Source: an optimization exercise on an open RTL-to-GDS flow (aim: small area, a short achievable clock period and few clock cycles). Production flows keep margins and buffers that such runs may drop.
The RTL was checked by simulation tests, not by an equivalence proof against the original design.
No activity file was given, so power comes from the tool's default toggle rates.

run A:
Design bitcopy_core, start of the top module:
module bitcopy_core (
    input  wire        clk,
    input  wire        rst,
    input  wire        host_we,
    input  wire [3:0]  host_addr,
    input  wire [63:0] host_wdata,
    output reg         busy,
    output reg         done,
    output reg  [7:0]  status,
    output reg  [63:0] res,
    output wire [31:0] mem_addr,
    output reg         mem_re,
    output reg         mem_we,
    output reg  [7:0]  mem_wdata,
    input  wire [7:0]  mem_rdata
);
For scale: about 4800 cells after synthesis, ~200 I/O pins, about 43000 sq um of cells after synthesis.
clock: 12.0 ns
lec_check: 0
cap_margin: 20
core_margin: 2
core_utilization: 40
cts_cluster_diameter: 100
cts_cluster_size: 24
slew_margin: 20
tns_end_percent: 0
standard.sh (not shown) runs the stock make flow with config.mk's settings and CLKGATE_MAP_FILE= SYNTH_SCRIPT=/design/flow/synth_recipe.tcl, a recipe that flattens the netlist after the stock synthesis.
==> flow/flow/run.sh <==
#!/bin/bash
set -e
export SETUP_SLACK_MARGIN=8
bash standard.sh > standard.log 2>&1
Testbench counts of run A, summed over its fixed seeds: cycles 40,309.
The following lists how run B was set up differently from run A:
--- a/flow/design.v
+++ b/flow/design.v
@@ -101,20 +101,19 @@
             OP_GETU32: begin c_legal = c_legal && (c_len <= 7'd32); c_flen = c_len; end
             default: c_legal = 1'b0;
         endcase
     end
     reg [6:0] flen;
     reg       flen_z, cnd1;
     reg       is_copy, is_set, is_get, k_setbit, k_setf16, k_getf16;
     wire [35:0] avail_d  = {1'b0, cap, 3'b000} - {4'd0, doff};
     wire        av_neg   = avail_d[35];
-    wire [32:0] dc_end   = {1'b0, doff} + {1'b0, clen};
-    wire        sat_ok   = ({2'd0, dc_end} <= {cap, 3'b000});
+    wire        sat_ok   = !av_neg && ({3'd0, clen} <= avail_d[34:0]);    
     wire [31:0] satlen   = sat_ok ? clen : av_neg ? 32'd0 : avail_d[31:0];
     wire [2:0]  cl_t     = clen[2:0] - 3'd1;
     wire [3:0]  cl_dt    = {1'b0, cl_t} + {1'b0, doff[2:0]};
     wire [1:0]  nd_inc   = {1'b0, (clen[2:0] != 3'd0) || (doff[2:0] != 3'd0)}
                            + {1'b0, (clen[2:0] != 3'd0) && cl_dt[3]};
     wire [2:0]  nd_lo    = {1'b0, clen[4:3]} + {1'b0, nd_inc};
     wire [29:0] nd_copy  = (clen == 32'd0) ? 30'd0 :
                            {{1'b0, clen[31:5]} + {27'd0, nd_lo[2]}, nd_lo[1:0]};
     wire        c_copy   = (c_op == OP_COPY);
@@ -325,20 +324,19 @@
             a_fv   <= d_fv;
             mem_re <= d_rs || d_rh || d_rt;
             mem_we <= d_wrm;
             sel_sp <= (d_rs && !is_get) || (d_rt && tail_src);
             case (state)
                 S_IDLE: begin
                     if (host_we && host_addr == R_CMD) begin
                         flen     <= c_flen;
                         flen_z   <= (c_flen == 7'd0);
-                        cnd1     <= (clen != 32'd0) && (clen[31:4] == 28'd0) &&
-                                    ({1'b0, clen[3:0]} + {2'd0, doff[2:0]} <= 5'd8);
+                        cnd1     <= (nd_copy == 30'd1);
                         is_copy  <= (c_op == OP_COPY);
                         is_set   <= (c_op >= OP_SETBIT) && (c_op <= OP_SETF64);
                         is_get   <= (c_op >= OP_GETBIT) && (c_op <= OP_GETF64);
                         k_setbit <= (c_op == OP_SETBIT);
                         k_setf16 <= (c_op == OP_SETF16);
                         k_getf16 <= (c_op == OP_GETF16);
                         if (fast_cp || fast_get || fast_set) begin
                             state  <= S_RUN0;
                             busy   <= 1'b1;
Results
Comparing run B and run A, routed wire length is lower on run B.
Compared with run A, run B shows a lower total non-filler cell area in the finished layout.
The higher effective utilization at floorplan came out of run B.
The clock share of power of run B falls short of that of run A by 2.1 points.
Per the comparison of run B with run A, number of well taps lost 23, via count of the first global-routing pass lost 1204, worst slew slack as a fraction of its limit lost 0.66 points.
Testbench counts of run B, summed over its fixed seeds: cycles 40,309.

--- another note on this design; it stands on its own ---

// bitcopy_core
module bitcopy_core (
    input  wire        clk,
    input  wire        rst,
    input  wire        host_we,
    input  wire [3:0]  host_addr,
    input  wire [63:0] host_wdata,
    output reg         busy,
    output reg         done,
    output reg  [7:0]  status,
    output reg  [63:0] res,
    output wire [31:0] mem_addr,
    output reg         mem_re,
    output reg         mem_we,
    output reg  [7:0]  mem_wdata,
    input  wire [7:0]  mem_rdata
);
export LEC_CHECK = 0
export CAP_MARGIN = 20
export CORE_MARGIN = 2
export CORE_UTILIZATION = 40
export CTS_CLUSTER_DIAMETER = 100
export CTS_CLUSTER_SIZE = 24
export SLEW_MARGIN = 20
export TNS_END_PERCENT = 0
create_clock -name core_clock -period 12.0 [get_ports {clk}]
standard.sh (not shown) runs the stock make flow with config.mk's settings and CLKGATE_MAP_FILE= SYNTH_SCRIPT=/design/flow/synth_recipe.tcl, a recipe that flattens the netlist after the stock synthesis.
==> flow/flow/run.sh <==
#!/bin/bash
set -e
export SETUP_SLACK_MARGIN=8
bash standard.sh > standard.log 2>&1
Testbench counts at the start, summed over its fixed seeds: cycles 40,773.
==> next run, changes <==
--- a/flow/flow/run.sh
+++ b/flow/flow/run.sh
@@ -3,0 +4 @@
+export BUFFER_PORTS_ARGS="-buffer_cell sky130_fd_sc_hd__buf_2"
Result: Worst setup slack is worse by 0.015 ns; total power rises by about 1.8%; final cell count rises by about 0.3%; die area stays the same; final area falls by 1.1%; global-route usage rises by 0.36 points; utilization falls by 0.50 points; register-to-register slack is worse by 0.04 ns; fmax falls by about 0.3%; synthesized cell count is unchanged.

-- what the ideal ports hide --
The flow's constraints put no driver on any port. The routed layouts listed below were extracted and timed again, unchanged, in two steps. Step 1 (the two cells are an assumption about what drives the block):
set clk [get_ports {clk}]
set_driving_cell -lib_cell sky130_fd_sc_hd__clkbuf_16 $clk
set_driving_cell -lib_cell sky130_fd_sc_hd__buf_2 [delete_from_list [all_inputs] $clk]
Step 2, shift: input delay + t, output delay - t, t = (earliest + latest rising clock arrival at the registers) / 2. This alone moves slack from input paths to output paths. Slacks: ideal ports / drivers / drivers and shift; pairs: ideal ports / drivers.
run	t, ns	setup slack, ns	latest minus earliest clock arrival (ns)	pins driven straight from the clock port
run A	0.721	6.408 / 6.408 / 5.810	0.074 / 0.074	1
run B	0.750	6.571 / 6.571 / 5.948	0.030 / 0.030	1
the first run of note 2	0.704	7.072 / 7.048 / 6.412	0.038 / 0.037	1
the second run of note 2	0.700	7.057 / 7.057 / 6.406	0.054 / 0.053	1
After both steps setup and hold are still met in every run listed. The setup slack of the first run of note 2, which loses most, moves by -0.024 ns with the drivers and by -0.660 ns with both steps.
